Background: an optimization exercise with open tools, aiming at small area, a short achievable clock period and few clock cycles per item. Do not read the settings as production practice. Function was checked by simulation only, so behaviour that the tests miss may differ from the original. Power is estimated from default activity; no workload was simulated.

==> design/flow/run.sh <==
#!/bin/bash
# synth_recipe.tcl (not shown) runs the flow's synth.tcl, then flattens the netlist and writes it again
# the make line also repeats each setting of config.mk as NAME=value (left out here)
make -C /OpenROAD-flow-scripts/flow DESIGN_CONFIG=/design/flow/config.mk WORK_HOME=/design/flow/orfs CLKGATE_MAP_FILE= SYNTH_SCRIPT=/design/flow/synth_recipe.tcl finish
==> design/flow/config.mk <==
export PLATFORM = sky130hd
export DESIGN_NAME = frame_decoder
export DESIGN_NICKNAME = frame_decoder
export VERILOG_FILES = /design/flow/design.v
export SDC_FILE = /design/flow/constraint.sdc
export NUM_CORES = 4
export LEC_CHECK = 0
export ABC_CLOCK_PERIOD_IN_PS = 2300
export CAP_MARGIN = 20
export CORE_MARGIN = 2
export CORE_UTILIZATION = 40
export CTS_CLUSTER_DIAMETER = 60
export CTS_CLUSTER_SIZE = 36
export PLACE_DENSITY = 0.6
export SETUP_SLACK_MARGIN = 3.7
export SLEW_MARGIN = 20
==> design/flow/constraint.sdc <==
create_clock -name core_clock -period 6.0 [get_ports {clk}]
set_input_delay 1.2000 -clock core_clock [delete_from_list [all_inputs] [get_ports {clk}]]
set_output_delay 1.2000 -clock core_clock [all_outputs]
set_load 0.01 [all_outputs]
==> design/flow/design.v <==
module frame_decoder #(
    parameter MAX_LEN = 64
) (
    input  wire       clk,
    input  wire       rst,
    input  wire       rx_valid,
    output wire       rx_ready,
    input  wire [7:0] rx_data,
    output reg        out_valid,
    input  wire       out_ready,
    output reg  [7:0] out_data,
    output reg  [1:0] out_status,
    output reg        out_last
);
    localparam MAX_SPAN = MAX_LEN + 3;   
    localparam P        = MAX_LEN - 1;   
    localparam R        = P + 2;         
    localparam QD       = 8;             
    localparam ST_OK      = 2'd0;
    localparam ST_BAD     = 2'd1;
    localparam ST_BAD_CRC = 2'd2;
    function [15:0] crc_step(input [15:0] c, input [7:0] b);
        reg [7:0] x;
        begin
            x = c[15:8] ^ b;
            x = x ^ (x >> 4);
            crc_step = (c << 8) ^ ({8'd0, x} << 12) ^ ({8'd0, x} << 5) ^ {8'd0, x};
        end
    endfunction
    reg        rdy;        
    reg        h0;         
    reg [7:0]  d0;
    reg        z0;         
    reg        w_ok;       
    reg        q_ok;       
    reg        hunt;
    reg [6:0]  slen;       
    reg        s0;         
    reg        sf;         
    reg [6:0]  cnt;        
    reg        c0;         
    reg [5:0]  nt;         
    reg [7:0]  u_new;      
    reg [7:0]  u_old;      
    reg [15:0] crc;        
    reg        in_dp;      
    reg [8:0]  ring [0:R-1];   
    reg [6:0]  wl;         
    reg        wl_last;    
    reg [6:0]  rl;         
    reg        rl0;        
    reg        l0;         
    reg        lfull;      
    reg        ldir;       
    reg [QD-1:0] q;        
    reg [3:0]    qn;       
    reg          q_ne;     
    reg        hv;         
    reg [7:0]  hd;
    reg        bv;         
    reg [7:0]  bd;
    reg [1:0]  bs;
    reg        bl;
    assign rx_ready = rdy;
    wire       go      = h0 & w_ok & q_ok;
    wire       enter   = go & hunt & z0;
    wire       acc     = go & ~hunt;
    wire       take    = acc & ~z0 & ~sf;
    wire       emit    = take & ~(c0 & s0);
    wire [7:0] e       = c0 ? 8'h00 : d0;
    wire       dwr     = emit & nt[1];
    wire       close   = acc & z0 & ~s0;
    wire       over    = acc & ~z0 & sf;
    wire       bad     = ~c0 | ~nt[5];
    wire       crc_ok  = (crc == {u_new, u_old});
    wire [1:0] verdict = (over | bad) ? ST_BAD : crc_ok ? ST_OK : ST_BAD_CRC;
    wire       mark    = close | over;
    wire       wr      = w_ok & (dwr | mark | ~in_dp);
    wire [8:0] wdata   = dwr  ? {1'b1, u_old} :
                         mark ? {1'b0, 5'd0, 1'b1, verdict} : 9'd0;
    wire [8:0] s       = ring[P];
    wire       s_byte  = s[8];
    wire       s_mark  = ~s[8] & s[2];
    wire       s_fill  = ~s[8] & ~s[2];
    wire       room    = ~bv;      
    wire       r_at    = rl0 & ~l0;
    wire       c_byte  = s_byte & (~hv | (q_ne & (~q[0] | room)));
    wire       c_mark  = s_mark & q_ne & room;
    wire       rd      = r_at & (s_fill | c_byte | c_mark);
    wire       emit_h  = r_at & s_byte & hv & q_ne & q[0] & room;
    wire       emit_m  = r_at & c_mark;
    wire       push    = emit_h | emit_m;
    wire [1:0] p_st    = emit_m ? s[1:0] : ST_OK;
    wire       pop     = out_valid & out_ready;
    integer k;
    always @(posedge clk) begin
        ring[0] <= wr ? wdata : ring[R-1];
        for (k = 1; k < R; k = k + 1) ring[k] <= ring[k-1];
    end
    wire       up      = wr & ~rd;
    wire       dn      = ~wr & rd;
    wire [6:0] wl_i    = wl_last ? 7'd0 : wl + 1'b1;
    wire       lz_n    = up ? (rl == 7'd0) : dn ? (wl == R - 2) : (l0 | lfull);
    wire       ldir_n  = up | (ldir & ~dn);
    wire       full_n  = lz_n & ldir_n;
    wire       l0_n    = lz_n & ~ldir_n;
    wire       w_ok_n  = (wr | wl_last) & ~full_n;
    wire       okb     = (verdict == ST_OK);
    wire [3:0] qn_p    = qn + 1'b1;
    wire [3:0] qn_m    = qn - 1'b1;
    wire [3:0] qn_n    = (mark & ~emit_m) ? qn_p : (~mark & emit_m) ? qn_m : qn;
    wire       q_ne_n  = mark | (qn > 4'd1) | ((qn == 4'd1) & ~emit_m);
    wire       q_ok_n  = (qn < QD - 1);      
    wire       h0_n    = rdy ? rx_valid : h0;
    integer j;
    always @(posedge clk) begin
        if (rst) begin
            rdy   <= 1'b1;
            h0    <= 1'b0;
            w_ok  <= 1'b1;
            q_ok  <= 1'b1;
            hunt  <= 1'b1;
            slen  <= 7'd0;
            s0    <= 1'b1;
            sf    <= 1'b0;
            cnt   <= 7'd0;
            c0    <= 1'b1;
            nt    <= 6'd0;
            crc   <= 16'hFFFF;
            in_dp <= 1'b0;
            wl    <= 7'd0;
            wl_last <= 1'b0;
            rl    <= R - P - 1;
            rl0   <= 1'b0;
            l0    <= 1'b1;
            lfull <= 1'b0;
            ldir  <= 1'b0;
            qn    <= 4'd0;
            q_ne  <= 1'b0;
            hv    <= 1'b0;
            bv    <= 1'b0;
            out_valid <= 1'b0;
        end else begin
            rdy <= ~h0_n | (w_ok_n & q_ok_n);
            h0  <= h0_n;
            if (rdy) begin
                d0 <= rx_data;
                z0 <= (rx_data == 8'h00);
            end
            if (enter) begin
                hunt <= 1'b0;
                slen <= 7'd0;
                s0   <= 1'b1;
                sf   <= 1'b0;
                cnt  <= 7'd0;
                c0   <= 1'b1;
                nt   <= 6'd0;
                crc  <= 16'hFFFF;
            end
            if (mark) hunt <= 1'b1;
            if (take) begin
                slen <= slen + 1'b1;
                s0   <= 1'b0;
                sf   <= (slen == MAX_SPAN - 1);
                if (c0) begin
                    cnt <= d0[7] ? 7'h7F : (d0[6:0] - 1'b1);
                    c0  <= (d0 == 8'h01);
                end else begin
                    cnt <= cnt - 1'b1;
                    c0  <= (cnt == 7'd1);
                end
            end
            if (emit) begin
                if (nt[1]) crc <= crc_step(crc, u_old);
                u_old <= u_new;
                u_new <= e;
                nt    <= {nt[4:0], 1'b1};
            end
            if (dwr)  in_dp <= 1'b1;
            if (mark) in_dp <= 1'b0;
            wl      <= wr ? 7'd0 : wl_i;
            wl_last <= ~wr & (wl == R - 2);
            l0      <= l0_n;
            lfull   <= full_n;
            ldir    <= ldir_n;
            w_ok    <= w_ok_n;
            for (j = 0; j < QD; j = j + 1) begin
                if (mark && (emit_m ? (qn == j + 1) : (qn == j)))
                    q[j] <= okb;
                else if (emit_m)
                    q[j] <= (j == QD - 1) ? 1'b0 : q[j+1];
            end
            qn   <= qn_n;
            q_ne <= q_ne_n;
            q_ok <= q_ok_n;
            rl  <= rd ? 7'd0 : (rl == R - 1) ? 7'd0 : rl + 1'b1;
            rl0 <= rd | (rl == R - 1);
            if (rd & s_byte) begin
                hv <= 1'b1;
                hd <= s[7:0];
            end
            if (emit_m) hv <= 1'b0;
            if (~out_valid | pop) begin
                if (bv) begin
                    out_valid  <= 1'b1;
                    out_data   <= bd;
                    out_status <= bs;
                    out_last   <= bl;
                    bv         <= push;
                end else begin
                    out_valid  <= push;
                    out_data   <= hd;
                    out_status <= p_st;
                    out_last   <= emit_m;
                end
            end else if (push) begin
                bv <= 1'b1;
            end
            if (push) begin
                bd <= hd;
                bs <= p_st;
                bl <= emit_m;
            end
        end
    end
endmodule
==> qor.txt, run 1 <==
Max Slew Vio Count - 0
Grt total ovfl - 0
Vias in the first global route - 7592
Ys flop type - dfxtp_1
Vias - 7958
Post-detail-place hpwl - 13700 microns
Worst path cell trace - buf_2
Register area share after synthesis - 0.835
Crit path time final - 2.37 ns
Post-place instance area - 18900 sq um
TritonRoute pass-1 iters - 4
Maxcap violations - 0
Fin Clk Skew - 0.0279 ns
Chip height - 216 microns
CP Data Arrival Time - 1.17 ns
Leakage - 0.00755 uW
Family with the most delay on the worst path - flip-flops
Least-Margin Pin Slew - 0.807 ns
Count of cell types in the netlist - 64
CP startpoint kind - flop
Final Wtd Congestion - 0.792
Status - timing/DRC/antenna clean
Rows - 77
Yosys warning total - 2
Die area - 46700 sq um
Final Util - 0.456
Final Hold Fails - 0
Synth Area in Adders - 0.0116
WP data required - 4.80 ns
Synthesized flop and latch total - 720
Filler cells - 3891
Setup TNS Final - 0 ns
FMAX - 0.422 GHz
Pwr/cell area - 381 nW/um^2
Average size of a mapped cell - 15.0 sq um
Post-synth EDFFs - 63
Final nets - 1270
Cts bufs inserted - 31
Slew HR - 0.461
Crit path largest cell delay - 0.40 ns
Post-Synthesis Cells - 1198
Share of layout cells above drive strength 1 - 0.0982
H-Tree Level Count - 1
Iter 0 DRT Violations - 443
Largest net degree at the start of global routing - 50
Xor/xnor share of the synthesized area - 0.0287
Register area - 15100 sq um
Core area - 44300 sq um
Synth area leaders - dfxtp_1 73%, edfxtp_1 11%, xnor2_1 1.8%
Share of the synthesized area in the top cell type - 0.730
Ant. Diodes - 0
Met1 usage in global routing - 0.153
Largest family of logic cells by synthesized area - simple AND/OR/NAND/NOR gates
Chip Width - 216 microns
First-pass GRT wire length - 38700 microns
Async SR Flop Fraction - 0
Syn_nets - 1225
CTS Sinks - 720
Slowest cell on crit path - edfxtp_1
Cell area after synthesis - 18000 sq um
Drt wl/cell - 12.6 microns
Area occupied by multi-input gates - 2840 sq um
Fin crit share - 0.395
Compound-Gate Fraction of Synth Area - 0.0364
DRC errors left - 0
Met3 usage - 0.0211
Simple-gate area share of the yosys netlist - 0.0640
Buffers added on ports - 24
Worst vdd ir - 273 uV
Critical path class - reg2out
CP Capture Type - primary output
Worst Hold Class - reg2reg
Routing usage on met2 - 0.140
Final setup fails - 0
Tot GR Track Use - 0.0997
Crit path max fanout - 1
CTS Buffer Depth - 3
Layout area overhead - 12.3%
Starting Density - 0.406
DR vias/cell - 4.29
CTS tree - built
Initial antenna violation count - 1
Final instance area - 20200 sq um
GRT busiest layer - met1
CP bufs+invs - 1
RSZ-0062 raised after global routing - true
I/O pin total - 25
Clock slew at reported path FFs - 0.12 ns
Post-route ant nets - 0
CTS Hold Bufs - 0
Detailed Route WL - 23400 microns
Largest area contributor in the netlist - dfxtp_1
Worst skew pair latency - 0.62 ns
CTS root buf - clkbuf_16
Mux share of post-synthesis cell area - 0.0127
[layout make-up]
type | count | area share
Tap cell | 592 | 0.0366
Clock buffer | 35 | 0.0396
Timing Repair inverter | 1 | 0.000248
Clock inverter | 18 | 0.0183
Sequential cell | 720 | 0.745
Inverter | 24 | 0.00483
Multi-Input combinational cell | 427 | 0.141
Timing Repair Buffer | 38 | 0.0151
[path summary, 6_finish.rpt]
path | depth (start not counted) | slack, ns | from | end
max | 1 | 3.63 | out_status[0] | out_status[0]
max reg2reg | 5 | 3.76 | z0 | q[2]
min | 0 | 0.31 | ring[62][8] | ring[63][8]
min reg2reg | 0 | 0.31 | ring[62][8] | ring[63][8]
[what timing repair did]
action                     in CTS  in global routing
pin swaps                       0                  4
setup endpoints to repair      45                 62
cloned                          2                  0
gates resized for setup        65                 12
buffers inserted                2                  8
[registers in the layout, summed over array words and instances, names as in the netlist, 8 cells and up]
| register | cells |
|---|---|
| hd | 8 |
| d0 | 8 |
| u_new | 8 |
| bd | 8 |
| q | 8 |
| ring | 585 |
| out_data | 8 |
| u_old | 8 |
| crc | 16 |
[synthesized netlist by cell type (9+ instances only)]
| library cell | number |
|---|---|
| a21oi_1 | 39 |
| clkbuf_1 | 17 |
| dfxtp_1 | 657 |
| edfxtp_1 | 63 |
| ha_1 | 15 |
| inv_1 | 24 |
| mux2_2 | 15 |
| nand2_1 | 34 |
| nand3_1 | 20 |
| nor2_1 | 77 |
| nor2b_1 | 10 |
| nor3_1 | 26 |
| o21ai_0 | 24 |
| or3_1 | 9 |
| xnor2_1 | 38 |
| xor2_1 | 21 |
[power breakdown]
group / total, uW / internal (uW) / switching (uW) / leakage [uW]
Combinational: 132 / 50.7 / 81.0 / 0.00118
Clock: 2680 / 1100 / 1580 / 0.000546
Sequential: 4890 / 4870 / 22.7 / 0.00582
[kinds of logic (layout without fill, tap and decap cells)]
logic type / after synthesis / after routing
muxes: 21 / 21
DFF: 720 / 720
AOI/OAI and AO/OA: 102 / 102
xor gates and xnor gates: 59 / 59
and+or+nand+nor: 228 / 228
buffers and inverters: 51 / 116
adders and majority gates: 17 / 17
[routing by layer]
| layer | share of wire | wire, microns |
|---|---|---|
| met1 | 0.54 | 12600 |
| met2 | 0.39 | 9260 |
| met3 | 0.041 | 952 |
| met4 | 0.027 | 629 |
| met5 | 0 | 0 |
[metrics by stage]
| step | power [uW] | worst slack, ns | hold slack (ns) | cells |
|---|---|---|---|---|
| after global placement | 5120 | 2.80 | 0.310 | 1790 |
| after global routing | 7980 | 3.56 | 0.307 | 1855 |
| after detailed placement | 5120 | 2.72 | 0.312 | 1790 |
| final | 7700 | 3.63 | 0.307 | 1855 |
| after floorplan | 5080 | 3.69 | 0.310 | 1198 |
| after CTS | 7790 | 3.57 | 0.309 | 1847 |
[cell usage in the layout, fill, tap and decap left out, types with 10 or more instances in the layout]
master             n
nor2_1            72
xnor2_1           38
buf_2             13
clkbuf_16         31
ha_1              14
clkdlybuf4s50_1   10
mux2_2            15
a21oi_1           38
inv_1             22
buf_4             10
nand3_1           20
nand2_1           33
nor3_1            26
dfxtp_1          652
nor2b_1           10
o21ai_0           24
edfxtp_1          63
xor2_1            21
Testbench counts, summed over its fixed seeds: cycles 46,880, frames 1,200.
==> run 2, diff against run 1 <==
--- a/design/flow/config.mk
+++ b/design/flow/config.mk
@@ -10,6 +10,6 @@
 export CORE_MARGIN = 2
-export CORE_UTILIZATION = 40
-export CTS_CLUSTER_DIAMETER = 60
-export CTS_CLUSTER_SIZE = 36
-export PLACE_DENSITY = 0.6
+export CORE_UTILIZATION = 60
+export CTS_CLUSTER_DIAMETER = 70
+export CTS_CLUSTER_SIZE = 26
+export PLACE_DENSITY = 0.75
 export SETUP_SLACK_MARGIN = 3.7
==> run 2 against run 1 <==
- clock power fell by 8.2%
- sequential cell count is the same
- largest cell class unchanged
- still clean on timing, DRC and antenna
- setup slack gained 0.081 ns
==> qor.txt, run 2 <==
Sw power - 1480 uW
Detailed Route WL - 24100 microns
Register area share after synthesis - 0.835
H-Tree Level Count - 2
Synthesized flop and latch total - 720
Filler cells - 2050
Setup TNS Final - 0 ns
Clock slew at reported path FFs - 0.09 ns
Crit path largest cell delay - 0.40 ns
Layout area overhead - 9.06%
Worst Hold Class - reg2reg
R2R setup slack - 3.74 ns
Critical path class - reg2out
Max Slew Vio Count - 0
Drt wl/cell - 14.7 microns
Cts bufs inserted - 34
Ant. Diodes - 0
Initial antenna violation count - 0
Grt total ovfl - 0
Chip Width - 177 microns
Least-Margin Pin Slew - 0.756 ns
Mux share of post-synthesis cell area - 0.0127
Commonest non-fill, non-tap cell in the layout - dfxtp_1
CTS Buffer Depth - 3
Vias in the first global route - 7869
Tot GR Track Use - 0.157
Pre-CTS WS - 2.79 ns
CP startpoint kind - flop
Compound-Gate Fraction of Synth Area - 0.0364
CP Capture Type - primary output
CP bufs+invs - 1
Met2 WL - 10400 microns
Yosys warning total - 2
TritonRoute pass-1 iters - 5
Worst vdd ir - 272 uV
Switching portion of total power - 0.198
Fin Clk Skew - 0.0181 ns
Share of layout cells above drive strength 1 - 0.0816
Leakage - 0.00742 uW
Crit path time final - 2.29 ns
Final Hold Fails - 0
Top reg by flops - ring
Largest net degree at the start of global routing - 50
Top cells by instance count after synthesis - 657 x dfxtp_1, 77 x nor2_1, 63 x edfxtp_1
Largest area contributor in the netlist - dfxtp_1
Slowest cell on crit path - edfxtp_1
Simple-gate area share of the yosys netlist - 0.0640
Chip height - 177 microns
Final Wtd Congestion - 0.826
Starting Density - 0.609
Status - timing/DRC/antenna clean
Share of the synthesized area in the top cell type - 0.730
Worst path cell trace - buf_2
Die area - 31400 sq um
Combinational fraction of design power - 0.017
Slew HR - 0.495
CTS tree - built
Crit path max fanout - 1
Worst skew pair latency - 0.54 ns
Average size of a mapped cell - 15.0 sq um
Buffers added on ports - 24
Iter 0 DRT Violations - 507
Post-detail-place hpwl - 13900 microns
Cell area after synthesis - 18000 sq um
CP Data Arrival Time - 1.09 ns
Largest family of logic cells by synthesized area - simple AND/OR/NAND/NOR gates
Async SR Flop Fraction - 0
Syn_nets - 1225
Post-route ant nets - 0
Count of cell types in the netlist - 64
Post-synth EDFFs - 63
Final nets - 1265
Top Registers - ring (585), crc (16)
Core area - 29600 sq um
Most common cell in the netlist - dfxtp_1
Final setup fails - 0
Family with the most delay on the worst path - flip-flops
P_int - 5990 uW
WP data required - 4.80 ns
Flop pwr share - 0.654
I/O pin total - 25
CTS Sinks - 720
Xor/xnor share of the synthesized area - 0.0287
Ys flop type - dfxtp_1
RSZ-0062 raised after global routing - true
Synth area leaders - dfxtp_1 73%, edfxtp_1 11%, xnor2_1 1.8%
Pwr/cell area - 380 nW/um^2
DR WL met3 - 1000 microns
Clock power frac - 0.329
Synth Area in Adders - 0.0116
Worst Setup Slack, final - 3.71 ns
CTS root buf - clkbuf_16
DR vias/cell - 4.91
DRC errors left - 0
Metal-1 WL - 12100 microns
Rows - 63
FMAX - 0.437 GHz
Commonest non-fill, non-tap cells in the layout - 654 x dfxtp_1, 72 x nor2_1, 63 x edfxtp_1
DR top layer - met4
Maxcap violations - 0
Fin crit share - 0.381
Post-Synthesis Cells - 1198
First-pass GRT wire length - 39500 microns
CTS Hold Bufs - 0
Fin Hold WS - 0.318 ns
Vias - 8052
Largest register FFs - 585
[run 2: worst paths after layout]
kind,start,endpoint,depth (start not counted)
max reg2reg,z0,w_ok,6
min,ring[4][7],ring[5][7],0
min reg2reg,ring[4][7],ring[5][7],0
max,out_data[2],out_data[2],1
[run 2: metrics by stage]
step | total power (uW) | cells | utilization | area [sq um]
floorplan | 5080 | 1198 | - | 18000
finish | 7470 | 1640 | 0.664 | 19600
detailed placement | 5120 | 1588 | 0.632 | 18700
global route | 7720 | 1640 | 0.664 | 19600
CTS | 7540 | 1638 | 0.664 | 19600
global placement | 5120 | 1588 | 0.632 | 18700
[run 2: kinds of logic (layout without fill, tap and decap cells)]
| kind of cell | count (synthesis) | in the layout |
|---|---|---|
| adders and majority gates | 17 | 17 |
| DFF | 720 | 720 |
| buffers and inverters | 51 | 103 |
| muxes | 21 | 21 |
| xor gates and xnor gates | 59 | 59 |
| and+or+nand+nor | 228 | 228 |
| AOI/OAI and AO/OA | 102 | 102 |
[run 2: timing repair]
action                                  in CTS  in global routing
buffers inserted                             1                  2
pin swaps                                    1                  0
cloned                                       1                  0
endpoints found under the setup margin      46                 60
hold endpoints to repair                     0                  0
gates resized for setup                     62                  5
[run 2: cell type report]
cell class / instances / area [sq um] / area share
inverters: 24 / 93.8 / 0.00478
clock inverters: 6 / 72.6 / 0.00369
clock buffers: 42 / 891 / 0.0454
multi-input cells: 427 / 2820 / 0.143
repair inverters: 1 / 5.00 / 0.000255
flip-flops and latches: 720 / 15100 / 0.766
well taps: 390 / 488 / 0.0248
repair buffers: 30 / 220 / 0.0112
[run 2: per-layer routing]
metal,global-route usage,up-vias
met5,0,-
met4,0.0523,0
met3,0.0286,54
met2,0.241,149
met1,0.226,3816
li1,-,4033
[run 2: power groups by stage]
stage          clock network (uW)  logic (uW)  registers [uW]
6_report                     2460         128            4880
5_1_grt                      2690         141            4890
4_1_cts                      2530         125            4890
3_5_place_dp                    0         125            5000
3_3_place_gp                    0         121            5000
2_1_floorplan                   0        89.0            4990
==> run 3, diff against run 2 <==
--- a/design/flow/config.mk
+++ b/design/flow/config.mk
@@ -7,3 +7,3 @@
 export LEC_CHECK = 0
-export ABC_CLOCK_PERIOD_IN_PS = 2300
+export ABC_AREA = 1
 export CAP_MARGIN = 20
==> run 3 against run 2 <==
- synthesized cell count up 6.4%
- total power is 0.83% lower
- combinational power fell by 21%
- setup slack lost 0.0080 ns
- sequential share of layout area up 0.054 points
- critical path depth unchanged
- synthesized area decreased by 0.44%
- critical endpoint unchanged
- largest power group unchanged
- global-route usage increased by 0.38 points
- design area about the same
- via count up 2.6%
- register-to-register slack better by 0.15 ns
==> qor.txt, run 3 <==
Tot GR Track Use - 0.161
Switching portion of total power - 0.196
R2R setup slack - 3.89 ns
Synth Area in Adders - 0.0105
Share of the synthesized area in the top cell type - 0.734
Largest register FFs - 585
Post-synth EDFFs - 63
CTS Sinks - 720
Average size of a mapped cell - 14.1 sq um
Slowest cell on crit path - edfxtp_1
WP data required - 4.80 ns
Ant. Diodes - 0
Post-detail-place hpwl - 14700 microns
Core area - 29600 sq um
H-Tree Level Count - 2
Post-route ant nets - 0
Final Hold Fails - 0
CP startpoint kind - flop
Most common cell in the netlist - dfxtp_1
Initial antenna violation count - 0
Share of layout cells above drive strength 1 - 0.0717
Maxcap violations - 0
Fin Clk Skew - 0.0251 ns
Clock slew at reported path FFs - 0.10 ns
Mux share of post-synthesis cell area - 0
Top Registers - ring (585), crc (16)
Worst Hold Class - reg2reg
Post-Synthesis Cells - 1275
FMAX - 0.436 GHz
Flop pwr share - 0.657
Async SR Flop Fraction - 0
Compound-Gate Fraction of Synth Area - 0.0415
Rows - 63
Crit path largest cell delay - 0.40 ns
Commonest non-fill, non-tap cells in the layout - 653 x dfxtp_1, 122 x nand2_1, 84 x inv_1
Buffers added on ports - 24
Leakage - 0.00773 uW
Top reg by flops - ring
Status - timing/DRC/antenna clean
Clock power frac - 0.329
Vias - 8258
RSZ-0062 raised after global routing - true
Worst skew pair latency - 0.54 ns
Register area share after synthesis - 0.839
Yosys warning total - 2
Simple-gate area share of the yosys netlist - 0.0649
Layout area overhead - 9.43%
Worst vdd ir - 281 uV
Ys flop type - dfxtp_1
Vias in the first global route - 8252
CP bufs+invs - 1
Synthesized flop and latch total - 720
Final Util - 0.664
Synth area leaders - dfxtp_1 73%, edfxtp_1 11%, nand2_1 2.6%
DR vias/cell - 4.78
Cts bufs inserted - 34
Fin crit share - 0.382
CTS root buf - clkbuf_16
Setup TNS Final - 0 ns
Worst path cell trace - buf_2
Grt total ovfl - 0
Critical path class - reg2out
Xor/xnor share of the synthesized area - 0.0209
Detailed Route WL - 24300 microns
CTS Buffer Depth - 3
Sw power - 1450 uW
Final setup fails - 0
Commonest non-fill, non-tap cell in the layout - dfxtp_1
I/O pin total - 25
Chip Width - 177 microns
TritonRoute pass-1 iters - 6
Count of cell types in the netlist - 46
Crit path max fanout - 1
Slew HR - 0.579
Largest net degree at the start of global routing - 28
Top cells by instance count after synthesis - 657 x dfxtp_1, 123 x nand2_1, 85 x inv_1
CTS tree - built
Largest family of logic cells by synthesized area - simple AND/OR/NAND/NOR gates
Crit path time final - 2.29 ns
Starting Density - 0.607
Syn_nets - 1302
Cell area after synthesis - 17900 sq um
Chip height - 177 microns
CP Data Arrival Time - 1.09 ns
Max Slew Vio Count - 0
Final nets - 1354
Die area - 31300 sq um
Drt wl/cell - 14.0 microns
Largest area contributor in the netlist - dfxtp_1
First-pass GRT wire length - 40500 microns
DRC errors left - 0
P_int - 5960 uW
Iter 0 DRT Violations - 564
Pwr/cell area - 378 nW/um^2
Final Wtd Congestion - 0.827
CP Capture Type - primary output
Filler cells - 2057
Least-Margin Pin Slew - 0.630 ns
Fin Hold WS - 0.324 ns
Combinational fraction of design power - 0.014
CTS Hold Bufs - 0
Family with the most delay on the worst path - flip-flops
==> run 3: cell types whose count changed in the layout (fill, tap and decap cells not counted), moves of 15 or more <==
| cell | previous run | this run |
|---|---|---|
| inv_1 | 23 | 84 |
| mux2_2 | 15 | 0 |
| nand2_1 | 33 | 122 |
| nand3_1 | 20 | 35 |
| o21ai_0 | 24 | 44 |
| xnor2_1 | 38 | 13 |
==> run 3: final timing paths <==
path / from / endpoint / cells past startpoint
worst max-delay path: out_data[2] / out_data[2] / 1
worst min-delay path: ring[35][8] / ring[36][8] / 0
worst max register to register: rl0 / qn[2] / 10
worst min register to register: ring[35][8] / ring[36][8] / 0
==> run 3: metal layers <==
| metal | up-vias | routed length, microns | GRT usage |
|---|---|---|---|
| met3 | 50 | 817 | 0.0232 |
| met5 | - | 0 | 0 |
| li1 | 4196 | - | - |
| met1 | 3877 | 12400 | 0.235 |
| met2 | 135 | 10400 | 0.246 |
| met4 | 0 | 629 | 0.0568 |
==> run 3: cell families (layout without fill, tap and decap cells) <==
| logic type | after synthesis | after routing |
|---|---|---|
| compound gates | 125 | 125 |
| xor+xnor | 42 | 42 |
| fa+ha+maj | 15 | 15 |
| buf+inv | 106 | 170 |
| flops | 720 | 720 |
| simple gates | 267 | 267 |
==> run 3: power by group through the flow <==
stage / combinational, uW / sequential [uW] / clock (uW)
global route: 114 / 4870 / 2670
finish: 101 / 4870 / 2440
floorplan: 63.3 / 4980 / 0
detailed placement: 98.8 / 4980 / 0
CTS: 97.6 / 4870 / 2510
global placement: 95.8 / 4980 / 0
==> run 3: what timing repair did <==
action / in CTS / in global routing
cloned: 1 / 0
pin swaps: 1 / 1
endpoints found under the setup margin: 126 / 45
buffers inserted: 1 / 4
gates resized for setup: 63 / 7
==> run 3: final cells by class <==
type | instances | area, sq um | share of cell area
flip-flops and latches | 720 | 15000 | 0.767
well taps | 390 | 488 | 0.0249
clock buffers | 42 | 881 | 0.0449
inverters | 91 | 350 | 0.0179
multi-input cells | 449 | 2530 | 0.129
repair buffers | 30 | 246 | 0.0126
clock inverters | 6 | 72.6 | 0.00370
repair inverters | 1 | 7.51 | 0.000383
==> run 3: per-stage QoR <==
| step | cells | instance area (sq um) | worst slack, ns | power (uW) |
|---|---|---|---|---|
| after floorplan | 1275 | 18000 | 3.65 | 5040 |
| after global placement | 1675 | 18600 | 2.44 | 5070 |
| after detailed placement | 1675 | 18600 | 2.35 | 5080 |
| after CTS | 1725 | 19500 | 3.68 | 7470 |
| after global routing | 1729 | 19600 | 3.67 | 7660 |
| final | 1729 | 19600 | 3.71 | 7410 |
==> run 4, diff against run 3 <==
--- a/design/flow/design.v
+++ b/design/flow/design.v
@@ -30,5 +30,2 @@
     reg        rdy;        
-    reg        h0;         
-    reg [7:0]  d0;
-    reg        z0;         
     reg        w_ok;       
@@ -64,3 +61,4 @@
     assign rx_ready = rdy;
-    wire       go      = h0 & w_ok & q_ok;
+    wire       go      = rx_valid & rdy;
+    wire       z0      = (rx_data == 8'h00);
     wire       enter   = go & hunt & z0;
@@ -69,3 +67,3 @@
     wire       emit    = take & ~(c0 & s0);
-    wire [7:0] e       = c0 ? 8'h00 : d0;
+    wire [7:0] e       = c0 ? 8'h00 : rx_data;
     wire       dwr     = emit & nt[1];
@@ -113,3 +111,2 @@
     wire       q_ok_n  = (qn < QD - 1);      
-    wire       h0_n    = rdy ? rx_valid : h0;
     integer j;
@@ -118,3 +115,2 @@
             rdy   <= 1'b1;
-            h0    <= 1'b0;
             w_ok  <= 1'b1;
@@ -143,8 +139,3 @@
         end else begin
-            rdy <= ~h0_n | (w_ok_n & q_ok_n);
-            h0  <= h0_n;
-            if (rdy) begin
-                d0 <= rx_data;
-                z0 <= (rx_data == 8'h00);
-            end
+            rdy <= w_ok_n & q_ok_n;
             if (enter) begin
@@ -165,4 +156,4 @@
                 if (c0) begin
-                    cnt <= d0[7] ? 7'h7F : (d0[6:0] - 1'b1);
-                    c0  <= (d0 == 8'h01);
+                    cnt <= rx_data[7] ? 7'h7F : (rx_data[6:0] - 1'b1);
+                    c0  <= (rx_data == 8'h01);
                 end else begin
--- a/design/flow/config.mk
+++ b/design/flow/config.mk
@@ -7,3 +7,3 @@
 export LEC_CHECK = 0
-export ABC_AREA = 1
+export ABC_CLOCK_PERIOD_IN_PS = 2300
 export CAP_MARGIN = 20
==> run 4 against run 3 <==
- sequential share of layout area fell by 6.1 points
- combinational power up 57%
- critical path type is now in2reg
- first-iteration DRC count decreased by 11%
- synthesized area down 1.2%
- count of clock-buffer cells in the layout grew 3
- register-to-register slack worse by 0.64 ns
- via count grew 2.7%
- clock power is essentially flat
==> qor.txt, run 4 <==
Status - timing/DRC/antenna clean
CTS Sinks - 709
Chip Width - 176 microns
Register area share after synthesis - 0.832
Share of layout cells above drive strength 1 - 0.208
Initial antenna violation count - 0
DR vias/cell - 5.08
Source of the worst register-to-register timing path - c0
CTS tree - built
Commonest non-fill, non-tap cells in the layout - 652 x dfxtp_1, 54 x edfxtp_1, 40 x buf_6
FMAX - 0.347 GHz
Largest area contributor in the netlist - dfxtp_1
Post-Synthesis Cells - 1156
Sw power - 1490 uW
Total power - 7420 uW
Core area - 28900 sq um
Switching portion of total power - 0.200
Pwr/cell area - 356 nW/um^2
Worst skew pair latency - 0.54 ns
DRC errors left - 0
Crit path max fanout - 6
Cell area after synthesis - 17700 sq um
P_int - 5930 uW
Starting Density - 0.614
Rows - 62
Detailed Route WL - 27600 microns
Ant. Diodes - 0
Buffers added on ports - 24
Synth area leaders - dfxtp_1 74%, edfxtp_1 9.2%, xor2_1 1.7%
Setup crit start - rx_data[1]
WP data required - 6.28 ns
Worst Hold Class - reg2reg
Final setup fails - 0
Worst Reg-to-Reg Cells - 8
Iter 0 DRT Violations - 502
Largest register FFs - 585
Top Registers - ring (585), crc (16)
RR Endpoint - w_ok
Setup TNS Final - 0 ns
Flop pwr share - 0.646
Slew HR - 0.425
Final Wtd Congestion - 0.821
Vias in the first global route - 8188
Layout area overhead - 17.9%
Fin Clk Skew - 0.0238 ns
Final Hold Fails - 0
RSZ-0062 raised after global routing - true
Vias - 8485
CTS root buf - clkbuf_16
Ys flop type - dfxtp_1
Clock power frac - 0.333
Commonest non-fill, non-tap cell in the layout - dfxtp_1
Top cells by instance count after synthesis - 655 x dfxtp_1, 54 x edfxtp_1, 50 x nor2_1
Count of cell types in the netlist - 66
Post-detail-place hpwl - 14000 microns
Syn_nets - 1183
Cts bufs inserted - 34
CTS Buffer Depth - 3
Drt wl/cell - 16.5 microns
I/O pin total - 25
Async SR Flop Fraction - 0
R2R setup slack - 3.25 ns
H-Tree Level Count - 2
Least-Margin Pin Slew - 0.862 ns
Largest net degree at the start of global routing - 37
Tot GR Track Use - 0.171
Combinational fraction of design power - 0.021
Final nets - 1300
Leakage - 0.00796 uW
Maxcap violations - 0
Die area - 30900 sq um
Chip height - 176 microns
Crit path time final - 2.88 ns
Top reg by flops - ring
Clock slew at reported path FFs - 0.09 ns
Max Slew Vio Count - 0
Share of the synthesized area in the top cell type - 0.741
Synthesized flop and latch total - 709
Most common cell in the netlist - dfxtp_1
CP Data Arrival Time - 3.16 ns
TritonRoute pass-1 iters - 7
Final Util - 0.723
Critical Path End - q[6]
Post-route ant nets - 0
Worst vdd ir - 276 uV
Yosys warning total - 2
Average size of a mapped cell - 15.3 sq um
Fin crit share - 0.480
First-pass GRT wire length - 42200 microns
Worst Hold Depth - 0
CP startpoint kind - primary input
CP Capture Type - flop
Post-synth EDFFs - 54
Critical path class - in2reg
Grt total ovfl - 0
[run 4: cell count changes in the layout (fill, tap and decap cells not counted), moves of 13 or more]
cell,previous run,this run
a21oi_1,41,20
inv_1,84,15
o21ai_0,44,5
nand2b_1,0,13
nand2_1,122,29
nand3_1,35,12
buf_6,0,40
buf_4,4,33
nor2_1,65,39
xnor2_1,13,26
[run 4: repair_timing]
item,4_1_cts,5_1_grt
resized for setup,197,75
gates cloned,2,1
pin swaps,38,53
setup endpoints to repair,124,113
buffers inserted,42,34
hold buffers,0,0
[run 4: routing by layer]
metal / wire, microns / GRT usage / vias up
met5: 0 / 0 / -
met4: 845 / 0.0541 / 0
met3: 1220 / 0.0292 / 78
met2: 12800 / 0.270 / 228
met1: 12700 / 0.242 / 4082
li1: - / - / 4097
[run 4: final cells by class]
class	count	area, sq um
Sequential cell	709	14700
Tap cell	384	480
Multi-Input combinational cell	406	3580
Fill cell	1781	7990
Clock inverter	5	65.1
Timing Repair Buffer	102	980
Inverter	20	108
Clock buffer	45	913
[run 4: critical path, stage by stage]
cell	delay, ns
buf_12	0.09
inv_12	0.03
ha_4	0.15
nor3b_4	0.15
buf_6	0.14
and2_4	0.15
a211o_4	0.42
or3_4	0.39
nor2_4	0.12
mux2_4	0.31
[run 4: worst min-delay path by stage]
stage                   to  slack, ns   startpoint
2_1_floorplan  ring[10][0]       0.31   ring[9][0]
3_3_place_gp   ring[22][1]       0.31  ring[21][1]
3_5_place_dp   ring[16][5]       0.31  ring[15][5]
4_1_cts        ring[17][2]       0.32  ring[16][2]
5_1_grt         ring[2][7]       0.32   ring[1][7]
6_report        ring[5][5]       0.32   ring[4][5]
[run 4: metrics by stage]
| step | area, sq um | instances | worst slack [ns] | hold slack [ns] |
|---|---|---|---|---|
| detailed placement | 18500 | 1542 | 1.70 | 0.312 |
| global route | 20900 | 1671 | 3.10 | 0.320 |
| CTS | 20300 | 1636 | 3.18 | 0.317 |
| floorplan | 17900 | 1156 | 2.70 | 0.310 |
| finish | 20900 | 1671 | 3.12 | 0.323 |
| global placement | 18500 | 1542 | 1.86 | 0.310 |
[run 4: kinds of logic (layout without fill, tap and decap cells)]
family / after synthesis / after routing / synth area share
muxes: 20 / 20 / 0.0124
buffers and inverters: 43 / 172 / 0.0102
adders and majority gates: 15 / 15 / 0.0106
xor gates and xnor gates: 61 / 61 / 0.0302
AOI/OAI and AO/OA: 125 / 125 / 0.0507
DFF: 709 / 709 / 0.832
and+or+nand+nor: 183 / 185 / 0.0537
[run 4: power by group through the flow]
stage / clock network, uW / registers [uW] / logic (uW)
floorplan: 0 / 4890 / 75.5
global placement: 0 / 4900 / 101
detailed placement: 0 / 4900 / 104
CTS: 2530 / 4790 / 127
global route: 2700 / 4800 / 168
finish: 2470 / 4790 / 159
Testbench counts of run 4, summed over its fixed seeds: cycles 46,872, frames 1,200.
==> run 5, diff against run 4 <==
--- a/design/flow/design.v
+++ b/design/flow/design.v
@@ -30,2 +30,5 @@
     reg        rdy;        
+    reg        h0;         
+    reg [7:0]  d0;
+    reg        z0;         
     reg        w_ok;       
@@ -56,9 +59,4 @@
     reg [7:0]  hd;
-    reg        bv;         
-    reg [7:0]  bd;
-    reg [1:0]  bs;
-    reg        bl;
     assign rx_ready = rdy;
-    wire       go      = rx_valid & rdy;
-    wire       z0      = (rx_data == 8'h00);
+    wire       go      = h0 & w_ok & q_ok;
     wire       enter   = go & hunt & z0;
@@ -67,3 +65,3 @@
     wire       emit    = take & ~(c0 & s0);
-    wire [7:0] e       = c0 ? 8'h00 : rx_data;
+    wire [7:0] e       = c0 ? 8'h00 : d0;
     wire       dwr     = emit & nt[1];
@@ -82,3 +80,3 @@
     wire       s_fill  = ~s[8] & ~s[2];
-    wire       room    = ~bv;      
+    wire       room    = ~out_valid | out_ready;
     wire       r_at    = rl0 & ~l0;
@@ -89,5 +87,2 @@
     wire       emit_m  = r_at & c_mark;
-    wire       push    = emit_h | emit_m;
-    wire [1:0] p_st    = emit_m ? s[1:0] : ST_OK;
-    wire       pop     = out_valid & out_ready;
     integer k;
@@ -111,2 +106,3 @@
     wire       q_ok_n  = (qn < QD - 1);      
+    wire       h0_n    = rdy ? rx_valid : h0;
     integer j;
@@ -115,2 +111,3 @@
             rdy   <= 1'b1;
+            h0    <= 1'b0;
             w_ok  <= 1'b1;
@@ -136,6 +133,10 @@
             hv    <= 1'b0;
-            bv    <= 1'b0;
             out_valid <= 1'b0;
         end else begin
-            rdy <= w_ok_n & q_ok_n;
+            rdy <= ~h0_n | (w_ok_n & q_ok_n);
+            h0  <= h0_n;
+            if (rdy) begin
+                d0 <= rx_data;
+                z0 <= (rx_data == 8'h00);
+            end
             if (enter) begin
@@ -156,4 +157,4 @@
                 if (c0) begin
-                    cnt <= rx_data[7] ? 7'h7F : (rx_data[6:0] - 1'b1);
-                    c0  <= (rx_data == 8'h01);
+                    cnt <= d0[7] ? 7'h7F : (d0[6:0] - 1'b1);
+                    c0  <= (d0 == 8'h01);
                 end else begin
@@ -193,22 +194,7 @@
             if (emit_m) hv <= 1'b0;
-            if (~out_valid | pop) begin
-                if (bv) begin
-                    out_valid  <= 1'b1;
-                    out_data   <= bd;
-                    out_status <= bs;
-                    out_last   <= bl;
-                    bv         <= push;
-                end else begin
-                    out_valid  <= push;
-                    out_data   <= hd;
-                    out_status <= p_st;
-                    out_last   <= emit_m;
-                end
-            end else if (push) begin
-                bv <= 1'b1;
-            end
-            if (push) begin
-                bd <= hd;
-                bs <= p_st;
-                bl <= emit_m;
+            if (room) begin
+                out_valid  <= emit_h | emit_m;
+                out_data   <= hd;
+                out_status <= emit_m ? s[1:0] : ST_OK;
+                out_last   <= emit_m;
             end
--- a/design/flow/config.mk
+++ b/design/flow/config.mk
@@ -10,6 +10,6 @@
 export CORE_MARGIN = 2
-export CORE_UTILIZATION = 60
+export CORE_UTILIZATION = 40
 export CTS_CLUSTER_DIAMETER = 70
 export CTS_CLUSTER_SIZE = 26
-export PLACE_DENSITY = 0.75
+export PLACE_DENSITY = 0.6
 export SETUP_SLACK_MARGIN = 3.7
==> run 5 against run 4 <==
- still clean
- synthesized cell count increased by 0.43%
- combinational power down 51%
- register-to-register slack improved by 0.42 ns
- first-iteration DRC count decreased by 8.6%
- utilization is 27 points lower
- sequential share of layout area rose by 4.4 points
- sequential power hardly changed
- fmax rose by 19%
- clock power up 3%
- global-route usage is 6.6 points lower
- largest cell class unchanged
- highest routed layer unchanged
==> qor.txt, run 5 <==
Filler cells - 3806
Cts bufs inserted - 35
I/O pin total - 25
DR vias/cell - 4.30
Post-route ant nets - 0
Pwr/cell area - 378 nW/um^2
Hold Crit Endpoint - ring[8][2]
Top Registers - ring (585), crc (16)
FMAX - 0.415 GHz
Syn_nets - 1188
Routing usage on met2 - 0.153
Commonest non-fill, non-tap cell in the layout - dfxtp_1
Worst Hold Depth - 0
CTS Sinks - 708
Flop pwr share - 0.645
Worst Hold Class - reg2reg
WP data required - 4.80 ns
CP Data Arrival Time - 1.21 ns
Largest register FFs - 585
Vias in the first global route - 7562
Clock slew at reported path FFs - 0.09 ns
CP startpoint kind - flop
Starting Density - 0.406
Setup TNS Final - 0 ns
Async SR Flop Fraction - 0
Commonest non-fill, non-tap cells in the layout - 654 x dfxtp_1, 78 x nor2_1, 52 x edfxtp_1
Tot GR Track Use - 0.104
Worst skew pair latency - 0.55 ns
Core area - 43100 sq um
Chip height - 213 microns
Slowest cell on crit path - edfxtp_1
First-pass GRT wire length - 38100 microns
Share of the synthesized area in the top cell type - 0.751
Register area share after synthesis - 0.841
Synth area leaders - dfxtp_1 75%, edfxtp_1 8.9%, xnor2_1 1.9%
Hold_sp - ring[7][2]
Initial antenna violation count - 0
Fin crit share - 0.402
Critical path class - reg2out
CTS root buf - clkbuf_16
CP Capture Type - primary output
Switching portion of total power - 0.198
Pre-CTS WS - 2.18 ns
Family with the most delay on the worst path - flip-flops
Detailed Route WL - 23100 microns
Synthesized flop and latch total - 708
CP bufs+invs - 1
Final nets - 1239
Vias - 7783
Combinational fraction of design power - 0.010
CTS Buffer Depth - 3
CTS Hold Bufs - 0
Least-Margin Pin Slew - 0.736 ns
Count of cell types in the netlist - 62
Iter 0 DRT Violations - 459
Fin Clk Skew - 0.0159 ns
Most common cell in the netlist - dfxtp_1
H-Tree Level Count - 2
Post-synth EDFFs - 52
Grt total ovfl - 0
Final setup fails - 0
GRT busiest layer - met2
Post-detail-place hpwl - 13400 microns
Top reg by flops - ring
R2R setup slack - 3.67 ns
Cell area after synthesis - 17500 sq um
Worst Setup Slack, final - 3.59 ns
Slew HR - 0.509
CTS tree - built
Chip Width - 213 microns
Die area - 45400 sq um
Status - timing/DRC/antenna clean
Source of the worst register-to-register timing path - z0
RSZ-0062 raised after global routing - true
Layout area overhead - 12.1%
Final Wtd Congestion - 0.730
RR Endpoint - qn[3]
Largest net degree at the start of global routing - 48
Clock power frac - 0.344
Met1 usage in global routing - 0.152
Maxcap violations - 0
Drt wl/cell - 12.8 microns
Post-Synthesis Cells - 1161
Ant. Diodes - 0
TritonRoute pass-1 iters - 4
Sw power - 1470 uW
Ys flop type - dfxtp_1
Rows - 76
Crit path max fanout - 1
Crit path time final - 2.41 ns
Final Hold Fails - 0
Worst path cell trace - buf_2
Buffers added on ports - 24
Share of layout cells above drive strength 1 - 0.0988
Max Slew Vio Count - 0
Leakage - 0.00738 uW
Worst vdd ir - 237 uV
DRC errors left - 0
Largest area contributor in the netlist - dfxtp_1
Yosys warning total - 2
P_int - 5930 uW
Worst Reg-to-Reg Cells - 8
Crit path largest cell delay - 0.48 ns
Top cells by instance count after synthesis - 656 x dfxtp_1, 79 x nor2_1, 52 x edfxtp_1
Average size of a mapped cell - 15.1 sq um
Met3 usage - 0.0218
==> run 5: changes by cell type after synthesis, moves of 9 or more <==
cell,previous run,this run
nand2b_1,14,4
nor2_1,50,79
nor3_1,13,22
o21ai_0,14,30
xnor2_1,26,37
xor2_1,35,21
==> run 5: timing repair <==
item,4_1_cts,5_1_grt
pin swaps,5,2
endpoints found under the setup margin,106,48
resized for setup,75,17
setup buffers,12,0
gates cloned,1,1
==> run 5: metrics by stage <==
step                      area (sq um)  std cells  hold WS [ns]   util  power [uW]
final                            19600       1810         0.323  0.455        7400
after global routing             19600       1810         0.334  0.455        7680
after CTS                        19500       1809         0.330  0.453        7500
after detailed placement         18400       1746         0.312  0.427        4960
after global placement           18400       1746         0.310  0.427        4960
after floorplan                  17500       1161         0.310      -        4930
==> run 5: worst reg2reg max path, cell delays in order, from the launching register on <==
cell and delay (ns):
edfxtp_1 0.49, nor2_1 0.19, a211o_4 0.23, clkinvlp_4 0.22, ha_4 0.21, or4_4 0.52
a21oi_4 0.16, xnor2_1 0.14, nor2_1 0.06
==> run 5: area by class of cell <==
class | instances | area (sq um) | area share
Timing Repair Buffer | 40 | 345 | 0.0176
Clock buffer | 41 | 920 | 0.0469
Inverter | 18 | 86.3 | 0.00441
Multi-Input combinational cell | 409 | 2690 | 0.137
Tap cell | 585 | 732 | 0.0374
Sequential cell | 708 | 14700 | 0.750
Clock inverter | 9 | 114 | 0.00581
==> run 5: logic make-up after synthesis <==
family | share of synthesized area
and+or+nand+nor | 0.0621
DFF | 0.841
adders and majority gates | 0.0113
buffers and inverters | 0.0111
AOI/OAI and AO/OA | 0.0372
xor gates and xnor gates | 0.0291
muxes | 0.00859
==> run 5: power by group through the flow <==
stage | Clock (uW) | Combinational (uW) | Sequential, uW
6_report | 2550 | 77.5 | 4770
5_1_grt | 2810 | 85.5 | 4780
4_1_cts | 2650 | 76.6 | 4770
3_5_place_dp | 0 | 73.1 | 4890
3_3_place_gp | 0 | 71.4 | 4890
2_1_floorplan | 0 | 51.7 | 4880
==> run 5: worst max-delay path by stage <==
stage	start	end	cells past startpoint	slack, ns
after floorplan	out_ready	qn[3]	10	3.28
after global placement	rst	u_new[7]	4	2.17
after detailed placement	rst	u_new[7]	4	2.18
after CTS	out_data[6]	out_data[6]	1	3.53
after global routing	out_data[6]	out_data[6]	1	3.54
final	out_data[6]	out_data[6]	1	3.59
==> run 5: per-layer routing <==
layer  routed length, microns  up-vias
met5                        0        -
met4                      623        0
met3                      820       42
met2                     9680      108
met1                    12000     3723
li1                         -     3910
Testbench counts of run 5, summed over its fixed seeds: cycles 46,880, frames 1,200.
==> run 6, diff against run 5 <==
--- a/design/flow/config.mk
+++ b/design/flow/config.mk
@@ -10,6 +10,6 @@
 export CORE_MARGIN = 2
-export CORE_UTILIZATION = 40
+export CORE_UTILIZATION = 60
 export CTS_CLUSTER_DIAMETER = 70
 export CTS_CLUSTER_SIZE = 26
-export PLACE_DENSITY = 0.6
+export PLACE_DENSITY = 0.75
 export SETUP_SLACK_MARGIN = 3.7
==> run 6 against run 5 <==
- still clean on timing, DRC and antenna
- clock power down 2%
- count of clock-buffer cells in the layout up 1
- wire length down 1.0%
- fmax up 2.4%
- cell count down 11%
- critical path depth up 10
- setup slack better by 0.056 ns
- sequential share of layout area up 1.4 points
- design area down 1.8%
- first-iteration DRC count up 8.3%
- global-route usage up 4.8 points
- critical endpoint is now qn[3]
- largest cell class unchanged
- largest power group unchanged
- highest routed layer unchanged
==> qor.txt, run 6 <==
Ys flop type - dfxtp_1
Final Wtd Congestion - 0.844
Post-route non-filler standard cell count - 1602
Layout area overhead - 10.0%
Final Hold Fails - 0
Setup TNS Final - 0 ns
Cells after DPL - 1545
Commonest non-fill, non-tap cells in the layout - 654 x dfxtp_1, 79 x nor2_1, 52 x edfxtp_1
Post-detail-place hpwl - 13000 microns
Vias - 7711
Slew HR - 0.514
Worst path cell trace - buf_6 > nand2b_4 > nand2_4 > nor3_4 > buf_6 > inv_4 > ha_4 > or4_4 > a21oi_2 > xnor2_1 > nor2_1
CP bufs+invs - 3
Cell area after synthesis - 17500 sq um
Maxcap violations - 0
Post-synth EDFFs - 52
Cts bufs inserted - 34
Detailed Route WL - 22900 microns
Chip Width - 175 microns
Fin crit share - 0.393
First-pass GRT wire length - 37900 microns
Chip height - 175 microns
Crit path time final - 2.36 ns
Iter 0 DRT Violations - 497
Synthesized flop and latch total - 708
Worst vdd ir - 275 uV
DR vias/cell - 4.81
Count of cell types in the netlist - 62
Least-Margin Pin Slew - 0.729 ns
Status - timing/DRC/antenna clean
Yosys warning total - 2
CTS tree - built
CP startpoint kind - primary input
Top reg by flops - ring
Clock slew at reported path FFs - 0.09 ns
Leakage - 0.00735 uW
Buffers added on ports - 24
H-Tree Level Count - 2
Share of layout cells above drive strength 1 - 0.0936
Syn_nets - 1188
Average size of a mapped cell - 15.1 sq um
Slowest cell on crit path - or4_4
Post-Synthesis Cells - 1161
Drt wl/cell - 14.3 microns
Filler cells - 1969
Crit path largest cell delay - 0.51 ns
Core area - 28700 sq um
Worst Hold Class - reg2reg
Top Registers - ring (585), crc (16)
Starting Density - 0.609
Max Slew Vio Count - 0
CTS Sinks - 708
Final nets - 1233
Worst skew pair latency - 0.54 ns
Synth area leaders - dfxtp_1 75%, edfxtp_1 8.9%, xnor2_1 1.9%
I/O pin total - 25
Ant. Diodes - 0
Register area share after synthesis - 0.841
CP most frequent cell - buf_6
CTS Hold Bufs - 0
Post-route ant nets - 0
RSZ-0062 raised after global routing - true
Rows - 62
WP data required - 6.43 ns
Commonest non-fill, non-tap cell in the layout - dfxtp_1
CP Capture Type - flop
Most common cell in the netlist - dfxtp_1
Fin Clk Skew - 0.0163 ns
DRC errors left - 0
Source of the worst register-to-register timing path - z0
TritonRoute pass-1 iters - 5
Hold_sp - ring[9][7]
Top cells by instance count after synthesis - 656 x dfxtp_1, 79 x nor2_1, 52 x edfxtp_1
Grt total ovfl - 0
Initial antenna violation count - 0
Crit path max fanout - 2
CTS Buffer Depth - 3
Vias in the first global route - 7600
Largest net degree at the start of global routing - 48
FMAX - 0.425 GHz
CTS root buf - clkbuf_16
Largest register FFs - 585
Largest area contributor in the netlist - dfxtp_1
Final setup fails - 0
CP Data Arrival Time - 2.79 ns
Share of the synthesized area in the top cell type - 0.751
Async SR Flop Fraction - 0
Pwr/cell area - 383 nW/um^2
Critical path class - in2reg
Setup crit start - out_ready
Tot GR Track Use - 0.153
Die area - 30500 sq um
Family with the most delay on the worst path - simple AND/OR/NAND/NOR gates
## run 6: cell counts after synthesis
No cell type changed its count.
## run 6: timing repair
action / in CTS / in global routing
setup buffers: 8 / 0
endpoints found under the setup margin: 105 / 47
resized for setup: 71 / 7
pin swaps: 5 / 0
gates cloned: 1 / 0
## run 6: kinds of logic after synthesis
logic type | after synthesis | share of synthesized area
DFF | 708 | 0.841
and+or+nand+nor | 217 | 0.0621
AOI/OAI and AO/OA | 104 | 0.0372
xor gates and xnor gates | 58 | 0.0291
buffers and inverters | 44 | 0.0111
adders and majority gates | 16 | 0.0113
muxes | 14 | 0.00859
## run 6: power by group
group | switching (uW) | internal (uW) | total (uW)
combinational | 42.4 | 31.6 | 73.9
sequential | 14.6 | 4760 | 4780
clock | 1380 | 1130 | 2510
total | 1440 | 5930 | 7360
## run 6: per-stage QoR
| stage | instance area (sq um) | hold slack [ns] | worst slack [ns] | util | total power, uW |
|---|---|---|---|---|---|
| after global routing | 19200 | 0.333 | 3.58 | 0.670 | 7600 |
| final | 19200 | 0.324 | 3.64 | 0.670 | 7360 |
| after CTS | 19200 | 0.321 | 3.63 | 0.669 | 7440 |
| after global placement | 18100 | 0.310 | 2.25 | 0.632 | 4950 |
| after floorplan | 17500 | 0.310 | 3.28 | - | 4930 |
| after detailed placement | 18100 | 0.312 | 2.23 | 0.632 | 4960 |
## run 6: worst register-to-register path, stage by stage (launching register included)
cell and delay, ns:
edfxtp_1 0.55, nor2_1 0.23, a211o_4 0.22, inv_1 0.17
ha_4 0.20, or4_4 0.51, a21oi_2 0.16, xnor2_1 0.12
nor2_1 0.05
## run 6: final cells by class
cell class	count	area [sq um]	share of cell area
Timing Repair Buffer	35	273	0.0142
Clock buffer	42	933	0.0485
Clock inverter	6	78.8	0.00410
Multi-Input combinational cell	409	2680	0.140
Tap cell	384	480	0.0250
Inverter	18	82.6	0.00429
Sequential cell	708	14700	0.764
## run 6: path summary, 6_finish.rpt
check	cells after the start	to	slack, ns
worst min register to register	0	ring[10][7]	0.32
worst max-delay path	11	qn[3]	3.64
worst max register to register	8	qn[3]	3.69
worst min-delay path	0	ring[10][7]	0.32
## run 6: routing by layer
metal,up-vias,part of all wire,routed length [microns],GRT usage
met5,-,0,0,0
met3,41,0.041,927,0.0252
met2,141,0.43,9740,0.231
li1,3894,-,-,-
met4,0,0.024,560,0.0503
met1,3635,0.51,11600,0.227
==> run 7, diff against run 6 <==
--- a/design/flow/design.v
+++ b/design/flow/design.v
@@ -34,3 +34,2 @@
     reg        w_ok;       
-    reg        q_ok;       
     reg        hunt;
@@ -55,4 +54,3 @@
     reg [QD-1:0] q;        
-    reg [3:0]    qn;       
-    reg          q_ne;     
+    reg [QD-1:0] qv;       
     reg        hv;         
@@ -60,3 +58,4 @@
     assign rx_ready = rdy;
-    wire       go      = h0 & w_ok & q_ok;
+    wire       q_ne    = qv[0];
+    wire       go      = h0 & rdy;     
     wire       enter   = go & hunt & z0;
@@ -101,7 +100,3 @@
     wire       okb     = (verdict == ST_OK);
-    wire [3:0] qn_p    = qn + 1'b1;
-    wire [3:0] qn_m    = qn - 1'b1;
-    wire [3:0] qn_n    = (mark & ~emit_m) ? qn_p : (~mark & emit_m) ? qn_m : qn;
-    wire       q_ne_n  = mark | (qn > 4'd1) | ((qn == 4'd1) & ~emit_m);
-    wire       q_ok_n  = (qn < QD - 1);      
+    wire       q_ok_n  = ~qv[QD-2];          
     wire       h0_n    = rdy ? rx_valid : h0;
@@ -113,3 +108,2 @@
             w_ok  <= 1'b1;
-            q_ok  <= 1'b1;
             hunt  <= 1'b1;
@@ -130,4 +124,3 @@
             ldir  <= 1'b0;
-            qn    <= 4'd0;
-            q_ne  <= 1'b0;
+            qv    <= {QD{1'b0}};
             hv    <= 1'b0;
@@ -179,3 +172,4 @@
             for (j = 0; j < QD; j = j + 1) begin
-                if (mark && (emit_m ? (qn == j + 1) : (qn == j)))
+                if (mark && (emit_m ? (qv[j] && (j == QD - 1 || !qv[j+1]))
+                                    : ((j == 0 || qv[j-1]) && !qv[j])))
                     q[j] <= okb;
@@ -183,6 +177,7 @@
                     q[j] <= (j == QD - 1) ? 1'b0 : q[j+1];
+                if (emit_m)
+                    qv[j] <= (j == QD - 1) ? mark & qv[j] : (qv[j+1] | (mark & qv[j]));
+                else
+                    qv[j] <= qv[j] | (mark & (j == 0 || qv[j-1]));
             end
-            qn   <= qn_n;
-            q_ne <= q_ne_n;
-            q_ok <= q_ok_n;
             rl  <= rd ? 7'd0 : (rl == R - 1) ? 7'd0 : rl + 1'b1;
==> run 7 against run 6 <==
- setup slack gained 0.011 ns
- fmax grew 0.46%
- combinational power grew 43%
- sequential share of layout area shrank 0.55 points
- critical path depth shrank 10
- sequential power is essentially flat
- non-clock buffer count grew 14
- sequential cell count grew 2
- cell count grew 1.4%
- register-to-register slack gained 0.08 ns
- utilization grew 0.52 points
- largest power group unchanged
==> qor.txt, run 7 <==
RR Endpoint - q[7]
Tot GR Track Use - 0.158
CTS Buffer Depth - 3
Post-detail-place hpwl - 12900 microns
Rows - 62
Share of the synthesized area in the top cell type - 0.750
Chip Width - 175 microns
Iter 0 DRT Violations - 545
Share of layout cells above drive strength 1 - 0.0976
Buffers added on ports - 24
Sw power - 1450 uW
Mux share of post-synthesis cell area - 0.00634
Crit path time final - 2.34 ns
Largest family of logic cells by synthesized area - simple AND/OR/NAND/NOR gates
First-pass GRT wire length - 39400 microns
Chip height - 175 microns
Crit path largest cell delay - 0.45 ns
DRC errors left - 0
Maxcap violations - 0
Cts bufs inserted - 34
Yosys warning total - 5
Final Wtd Congestion - 0.812
Least-Margin Pin Slew - 0.709 ns
Simple-gate area share of the yosys netlist - 0.0656
Largest register FFs - 585
Xor/xnor share of the synthesized area - 0.0294
WP depth - 1
Worst Reg-to-Reg Cells - 6
Status - timing/DRC/antenna clean
Family with the most delay on the worst path - flip-flops
Worst vdd ir - 214 uV
Post-route ant nets - 0
Register area share after synthesis - 0.839
Ys flop type - dfxtp_1
Cell area after synthesis - 17600 sq um
Final setup fails - 0
Largest net degree at the start of global routing - 45
RSZ-0062 raised after global routing - true
Clock power frac - 0.334
Critical Path End - out_status[0]
Slew HR - 0.526
Worst Setup Slack, final - 3.66 ns
Detailed Route WL - 23800 microns
Pre-CTS WS - 2.78 ns
Crit path max fanout - 1
Post-Synthesis Cells - 1174
CTS Sinks - 710
Die area - 30600 sq um
Combinational fraction of design power - 0.014
Post-synth EDFFs - 52
Synthesized flop and latch total - 710
CP startpoint kind - flop
Compound-Gate Fraction of Synth Area - 0.0415
Syn_nets - 1195
Source of the worst register-to-register timing path - u_old[6]
H-Tree Level Count - 2
Commonest non-fill, non-tap cells in the layout - 653 x dfxtp_1, 59 x nor2_1, 52 x edfxtp_1
Ant. Diodes - 0
CTS root buf - clkbuf_16
CTS tree - built
Vias in the first global route - 7736
Critical path class - reg2out
Most common cell in the netlist - dfxtp_1
Core area - 28800 sq um
CTS Hold Bufs - 0
CP bufs+invs - 1
Final Hold Fails - 0
Async SR Flop Fraction - 0
Final nets - 1249
Worst path cell trace - buf_6
Starting Density - 0.610
Largest area contributor in the netlist - dfxtp_1
CP Capture Type - primary output
TritonRoute pass-1 iters - 5
CP Data Arrival Time - 1.14 ns
Vias - 7916
Clock slew at reported path FFs - 0.10 ns
Setup crit start - out_status[0]
Worst skew pair latency - 0.54 ns
WP data required - 4.80 ns
Top reg by flops - ring
Fin crit share - 0.391
Top cells by instance count after synthesis - 658 x dfxtp_1, 63 x nor2_1, 52 x edfxtp_1
DR vias/cell - 4.87
Drt wl/cell - 14.7 microns
Max Slew Vio Count - 0
Fin Hold WS - 0.318 ns
Switching portion of total power - 0.197
Fin Clk Skew - 0.0209 ns
Worst Hold Class - reg2reg
Flop pwr share - 0.652
Setup TNS Final - 0 ns
Hold_sp - ring[6][0]
Slowest cell on crit path - edfxtp_1
Total power - 7360 uW
I/O pin total - 25
P_int - 5920 uW
Top Registers - ring (585), crc (16)
Grt total ovfl - 0
Layout area overhead - 10.7%
Count of cell types in the netlist - 53
Pwr/cell area - 379 nW/um^2
Average size of a mapped cell - 15.0 sq um
Synth Area in Adders - 0.00705
Leakage - 0.00732 uW
Commonest non-fill, non-tap cell in the layout - dfxtp_1
Synth area leaders - dfxtp_1 75%, edfxtp_1 8.9%, xnor2_1 2.0%
R2R setup slack - 3.77 ns
FMAX - 0.426 GHz
Initial antenna violation count - 0
[run 7: kinds of logic after synthesis]
| kind of cell | count (synthesis) |
|---|---|
| compound gates | 114 |
| xor+xnor | 59 |
| fa+ha+maj | 10 |
| buf+inv | 47 |
| flops | 710 |
| mux | 10 |
| simple gates | 224 |
[run 7: worst register-to-register path: stages (launching register included)]
cell and delay (ns):
edfxtp_1 0.48, xnor2_1 0.27, nand4_1 0.16, nor4_1 0.57, inv_1 0.16, nor2_4 0.28, and3_1 0.21
[run 7: cell type report]
| class | count | area (sq um) |
|---|---|---|
| clock buffers | 42 | 902 |
| repair buffers | 49 | 434 |
| clock inverters | 6 | 68.8 |
| well taps | 384 | 480 |
| flip-flops and latches | 710 | 14700 |
| inverters | 15 | 63.8 |
| multi-input cells | 418 | 2740 |
| fillers | 1939 | 9350 |
[run 7: power by group through the flow]
stage	clock network (uW)	logic [uW]	registers, uW
finish	2460	106	4800
global route	2680	117	4810
CTS	2520	101	4800
detailed placement	0	96.6	4910
global placement	0	93.3	4910
floorplan	0	73.0	4900
[run 7: worst min path at each step]
stage | to | cells after the start
after floorplan | ring[10][0] | 0
after global placement | ring[39][8] | 0
after detailed placement | ring[11][3] | 0
after CTS | ring[7][0] | 0
after global routing | ring[7][0] | 0
final | ring[7][0] | 0
[run 7: metrics by stage]
step / util / cells / instance area, sq um
4_1_cts: 0.673 / 1619 / 19400
3_3_place_gp: 0.633 / 1555 / 18200
3_5_place_dp: 0.633 / 1555 / 18200
5_1_grt: 0.675 / 1624 / 19400
6_report: 0.675 / 1624 / 19400
2_1_floorplan: - / 1174 / 17600
[run 7: what timing repair did]
action / 4_1_cts / 5_1_grt
cloned: 4 / 0
buffers inserted: 12 / 5
resized for setup: 71 / 7
setup endpoints to repair: 41 / 24
pin swaps: 3 / 3
[run 7: per-layer routing]
layer	vias up	global-route usage	share of wire
met2	139	0.239	0.43
met5	-	0	0
met3	41	0.0298	0.040
met4	0	0.0465	0.022
li1	3965	-	-
met1	3771	0.235	0.51
Testbench counts of run 7, summed over its fixed seeds: cycles 46,880, frames 1,200.

## what the ideal ports hide
How much do the figures lean on ideal ports? The routed layouts below were timed once more, with nothing changed but the port constraints.
Step 1 (the two cells are an assumption about what drives the block):
set clk [get_ports {clk}]
set_driving_cell -lib_cell sky130_fd_sc_hd__clkbuf_16 $clk
set_driving_cell -lib_cell sky130_fd_sc_hd__buf_2 [delete_from_list [all_inputs] $clk]
Step 2 adds t to the input delays and takes it off the output delays; t is the mean of the earliest and latest rising clock arrival at the registers after step 1. Input paths then give back, and output paths get back, about the clock's delay inside the block.
Three values: no drivers, after step 1, after step 2; two values: the first two.
| run | shift t [ns] | setup WS [ns] | latest minus earliest clock arrival (ns) | worst register clock-pin slew, ns |
|---|---|---|---|---|
| run 1 | 0.655 | 3.632 / 3.583 / 3.233 | 0.037 / 0.037 | 0.12 / 0.12 |
| run 2 | 0.575 | 3.713 / 3.667 / 3.252 | 0.024 / 0.023 | 0.10 / 0.10 |
| run 3 | 0.579 | 3.705 / 3.657 / 3.308 | 0.025 / 0.025 | 0.10 / 0.10 |
| run 4 | 0.574 | 3.121 / 3.104 / 2.530 | 0.024 / 0.024 | 0.11 / 0.11 |
| run 5 | 0.595 | 3.588 / 3.538 / 3.043 | 0.016 / 0.017 | 0.10 / 0.10 |
| run 6 | 0.581 | 3.644 / 3.613 / 3.071 | 0.023 / 0.023 | 0.10 / 0.10 |
| run 7 | 0.574 | 3.655 / 3.607 / 3.209 | 0.022 / 0.022 | 0.10 / 0.10 |
After both steps setup and hold are still met in every run listed. The setup slack of run 4, which loses most, moves by -0.017 ns with the drivers and by -0.591 ns with both steps.
